Context: an optimization exercise on an open-source flow, tuned for small area, a short achievable clock period and few clock cycles. The choices shown serve that exercise and are no tape-out recipe. The RTL was checked by simulation tests, not by an equivalence proof against the original design. Power figures rest on the tool's default switching activity, not on a simulated workload.

== run 1 ==
// frame_rx
module frame_rx (
    input  wire        clk,
    input  wire        rst,
    input  wire        cmd_valid,
    output wire        cmd_ready,
    input  wire [15:0] cmd_word,
    input  wire [7:0]  rx_avail,
    input  wire        rx_err,
    input  wire        rx_valid,
    input  wire [7:0]  rx_data,
    output wire        rx_ready,
    output reg         rsp_valid,
    output reg  [1:0]  rsp_status,
    output reg  [31:0] rsp_data,
    output reg         ev_valid,
    output reg         ev_hdr,
    output reg  [7:0]  ev_port,
    output reg  [7:0]  ev_data
);
Size: ~4,700 cells after synthesis, ~1,300 flip-flops, about 55,000 sq um of cells after synthesis.
==> flow/config.mk <==
export PLATFORM = sky130hd
export DESIGN_NAME = frame_rx
export DESIGN_NICKNAME = frame_rx
export VERILOG_FILES = /design/flow/design.v
export SDC_FILE = /design/flow/constraint.sdc
export NUM_CORES = 4
export LEC_CHECK = 0
export CAP_MARGIN = 20
export CORE_MARGIN = 2
export CORE_UTILIZATION = 55
export CTS_CLUSTER_DIAMETER = 120
export CTS_CLUSTER_SIZE = 24
export PLACE_DENSITY = 0.7
export SETUP_SLACK_MARGIN = 5
export SLEW_MARGIN = 20
export TNS_END_PERCENT = 100
==> flow/constraint.sdc <==
create_clock -name core_clock -period 10.0 [get_ports {clk}]
set_input_delay 2.0000 -clock core_clock [delete_from_list [all_inputs] [get_ports {clk}]]
set_output_delay 2.0000 -clock core_clock [all_outputs]
set_load 0.01 [all_outputs]
standard.sh (not shown) runs the stock make flow with config.mk's settings and CLKGATE_MAP_FILE= SYNTH_SCRIPT=/design/flow/synth_recipe.tcl, a recipe that flattens the netlist after the stock synthesis.
==> flow/flow/run.sh <==
#!/bin/bash
set -euo pipefail
bash standard.sh SETUP_SLACK_MARGIN=6.7 finish > std_flow.log 2>&1
Run 1 finished every step from synthesis to the final layout, and the layout passed the timing, design-rule and antenna checks.
Testbench counts of run 1, summed over its fixed seeds: cycles 46,051.
Changes in run 2 relative to run 1:
--- a/flow/design.v
+++ b/flow/design.v
@@ -112,21 +112,20 @@
     wire [31:0] n_msgs  = clr_pend ? 32'd0 : inc32(ctr_rcv_msgs, i_msgs);
     wire [31:0] n_bytes = clr_pend ? 32'd0 : add7(ctr_rcv_bytes, a_bytes);
     wire [31:0] n_drop  = clr_pend ? 32'd0 : add7(ctr_dropped, a_drop);
     wire [31:0] n_crc   = clr_pend ? 32'd0 : inc32(ctr_crc_err, i_crc);
     wire [31:0] n_size  = clr_pend ? 32'd0 : inc32(ctr_size_err, i_size);
     wire [31:0] n_trl   = clr_pend ? 32'd0 : inc32(ctr_trailer_err, i_trl);
     wire [31:0] n_norx  = clr_pend ? 32'd0 : inc32(ctr_no_receiver, i_norx);
-    wire [31:0] rd_drop = inc32(ctr_dropped, a_drop[0]);
     reg [31:0] ctr_sel;
     always @(*) begin
         case (arg[2:0])
             3'd0: ctr_sel = ctr_rcv_msgs;
             3'd1: ctr_sel = ctr_rcv_bytes;
-            3'd2: ctr_sel = rd_drop;
+            3'd2: ctr_sel = ctr_dropped;
             3'd3: ctr_sel = ctr_crc_err;
             3'd4: ctr_sel = ctr_size_err;
             3'd5: ctr_sel = ctr_trailer_err;
             default: ctr_sel = ctr_no_receiver;
         endcase
     end
     wire [7:0] bin  = behind ? cb : rx_q;
@@ -166,17 +165,17 @@
     wire [5:0] dl_next = d_busy ? d_left - 6'd1 :
                          hdr_go ? q_size :
                          hdr_now ? h_size : 6'd0;
     wire q_next   = (push && !disp_idle) || (q_valid && d_busy);
     wire pre_ok    = !behind && rx_vq && !stall && t0_r && b_c3 &&
                      (crc_trl == h_crc) && port_ok && disp_idle;
     wire early_hdr = pre_ok && rd_act && rx_valid && (rx_data == TM1);
-    wire calm_next = rx_vq ? (!stall && ((rs == R_SYNC) || (rs == R_HDR && !off[2]) ||
+    wire calm_next = rx_vq ? (!stall && ((rs == R_HDR && !off[2]) ||
                                          (rs == R_BODY && !t0_r && !last_r)))
-                           : ((rs == R_SYNC) || (rs == R_HDR && !h5) ||
+                           : ((rs == R_SYNC && !hold) || (rs == R_HDR && !h5) ||
                               (rs == R_BODY && !last_r));
     wire early_fin = busy && rd_act && rx_valid && (rd_left == 7'd1) && !behind &&
                      calm_next && !q_next && (dl_next == 6'd0);
     wire fin = busy && !rd_act && !behind_next && !q_next && (dl_next == 6'd0);
     always @(posedge clk) begin
         if (rx_vq)
             mem[wr[5:0]] <= rx_q;
Results
- From run 2 to run 1, number of CTS-inserted buffers did not move at all.
- When the final numbers for run 2 and run 1 were put side by side, the synthesized cell count turned out to be greater in run 2.
- Looking only at first-iteration DRC count, and setting everything else aside, the higher value of run 2 and run 1 goes to run 2.
- Each of the runs, namely run 2 and run 1, reached the end of the flow and came out clean.
- Depth of the worst register-to-register path: run 2 vs run 1 down 10
- Between run 2 and run 1, the difference in global-route track usage on met2 is negligible.
- Run 2 vs. run 1: initial core utilization went down, minimum clock period after layout went up, number of vias after detailed routing decreased by about 0.9% relative to the old numbers, total power went up.
- In run 2 the portion of the clock cycle consumed by the worst path in the final layout turned out 1.3 points higher than in run 1.
- Compared with run 1, run 2 has less setup slack.
- [compare] base=run 1 new=run 2: number of clock buffer instances in the layout went up by 1; post-synthesis share of cell area spent on and, or, nand and nor gates went up; non-clock buffer count in the final layout moved down.
Testbench counts of run 2, summed over its fixed seeds: cycles 46,077.

---

Another version of the RTL of frame_rx (not shown whole).
For scale: ~4600 cells after synthesis, about 1200 flip-flops.
Settings: LEC_CHECK=0, CAP_MARGIN=20, CORE_MARGIN=2, CORE_UTILIZATION=55, CTS_CLUSTER_DIAMETER=120, CTS_CLUSTER_SIZE=24, PLACE_DENSITY=0.7, SETUP_SLACK_MARGIN=5, SLEW_MARGIN=20, TNS_END_PERCENT=100; clock period 10.0 ns.
Scripts as last shown in full above: flow/flow/run.sh
The baseline completed without violations.
Testbench counts at the start, summed over its fixed seeds: cycles 46,664.
Next try:
--- a/flow/design.v
+++ b/flow/design.v
@@ -52,19 +52,20 @@
         reg [31:0] up;
         begin
             lo = {1'b0, c[6:0]} + {1'b0, a};
             up = inc32({7'd0, c[31:7]}, lo[7]);
             add7 = {up[24:0], lo[6:0]};
         end
     endfunction
+    integer pi;
     reg        busy;           
     reg        rd_act;         
     reg [6:0]  rd_left;
-    reg        clr_pend, reg_pend;
-    reg [7:0]  reg_arg;
+    reg        clr_pend;
+    reg [15:0] reg_hi, reg_lo;  
     reg [6:0]  free_r;         
     reg        rx_vq;
     reg [7:0]  rx_q;
     reg [7:0]  mem [0:63];
     reg [6:0]  wr;             
     reg [6:0]  cur;            
     reg [6:0]  head;           
@@ -156,30 +157,30 @@
     always @(posedge clk) begin
         if (rx_vq)
             mem[wr[5:0]] <= rx_q;
     end
     always @(posedge clk) begin
         rx_q <= rx_data;
         port_ok <= port_reg[h_port];
-        reg_arg <= arg;
+        reg_lo <= 16'd1 << arg[3:0];
         if (!(behind && cb_ok && !step)) begin
             if (ra_c == wr)
                 cb <= rx_q;
             else
                 cb <= rdata;
         end
     end
     always @(posedge clk) begin
         if (rst) begin
             busy <= 1'b0;
             free_r <= 7'd64;
             rd_act <= 1'b0;
             rd_left <= 7'd0;
             clr_pend <= 1'b0;
-            reg_pend <= 1'b0;
+            reg_hi <= 16'd0;
             rx_vq <= 1'b0;
             wr <= 7'd0;
             cur <= 7'd0;
             head <= 7'd0;
             behind <= 1'b0;
             cb_ok <= 1'b0;
             ra_c <= 7'd0;
@@ -214,18 +215,19 @@
             ev_port <= 8'd0;
             ev_data <= 8'd0;
         end else begin
             rsp_valid <= 1'b0;
             ev_valid <= 1'b0;
             ev_hdr <= 1'b0;
             clr_pend <= 1'b0;
-            reg_pend <= 1'b0;
+            reg_hi <= 16'd0;
             free_r <= 7'd64 - (wr - head);
-            if (reg_pend)
-                port_reg[reg_arg] <= 1'b1;
+            for (pi = 0; pi < 256; pi = pi + 1)
+                if (reg_hi[pi / 16] && reg_lo[pi % 16])
+                    port_reg[pi] <= 1'b1;
             i_msgs <= 1'b0;
             i_crc <= 1'b0;
             i_size <= 1'b0;
             i_trl <= 1'b0;
             i_norx <= 1'b0;
             a_drop <= 7'd0;
             a_bytes <= 7'd0;
@@ -243,28 +245,28 @@
                 ctr_dropped <= add7(ctr_dropped, a_drop);
                 ctr_crc_err <= inc32(ctr_crc_err, i_crc);
                 ctr_size_err <= inc32(ctr_size_err, i_size);
                 ctr_trailer_err <= inc32(ctr_trailer_err, i_trl);
                 ctr_no_receiver <= inc32(ctr_no_receiver, i_norx);
             end
             if (!busy) begin
+                rd_left <= take;       
                 if (cmd_valid) begin
                     rsp_data <= 32'd0;
                     rsp_status <= ST_OK;
                     if (is_process) begin
                         if (rx_err) begin
                             rsp_status <= ST_IO_ERROR;
                             rsp_valid <= 1'b1;
                         end else begin
                             busy <= 1'b1;
-                            rd_left <= take;
                             rd_act <= (take != 7'd0);
                         end
                     end else if (is_register) begin
-                        reg_pend <= 1'b1;
+                        reg_hi <= 16'd1 << arg[7:4];
                         rsp_valid <= 1'b1;
                     end else if (is_read) begin
                         rsp_data <= ctr_sel;
                         rsp_valid <= 1'b1;
                     end else if (is_clear) begin
                         clr_pend <= 1'b1;
                         rsp_valid <= 1'b1;
Global-route usage goes down by 1.7 points.
Sequential cell count goes up by 23.
Sequential power goes up by about 3%.
Utilization stays flat.
Via count goes down by 7.9%.
Wire length goes down by 5.9%.
Clock-buffer cell count goes up by 2.
Die area goes down by 0.63%.
Cell count goes down by 5.8%.
Testbench counts after the change, summed over its fixed seeds: cycles 46,664.

-- static timing again, ports no longer ideal --
How much do the figures lean on ideal ports? The routed layouts below were timed once more, with nothing changed but the port constraints. Step 1 assumes that a clkbuf_16 drives the clock port and a buf_2 every other input. Step 2 also shifts input and output timing later by t, the mid clock arrival at the registers, as if the neighbouring blocks saw the same clock. a / b / c = ideal / step 1 / step 2; a / b = the first two.
run	t, ns	setup WS [ns]	hold slack, ns	pins driven straight from the clock port
run 1	0.768	6.534 / 6.566 / 5.803	0.455 / 0.455 / 0.455	1
run 2	0.790	6.402 / 6.442 / 5.651	0.470 / 0.470 / 0.470	1
the first run of note 2	0.768	6.686 / 6.664 / 5.966	0.471 / 0.471 / 0.471	1
the second run of note 2	0.746	6.504 / 6.504 / 5.967	0.460 / 0.460 / 0.460	1
After both steps every run listed still meets setup and hold. For run 2, which loses most, drivers alone change the setup slack by +0.040 ns; drivers and shift together by -0.751 ns.
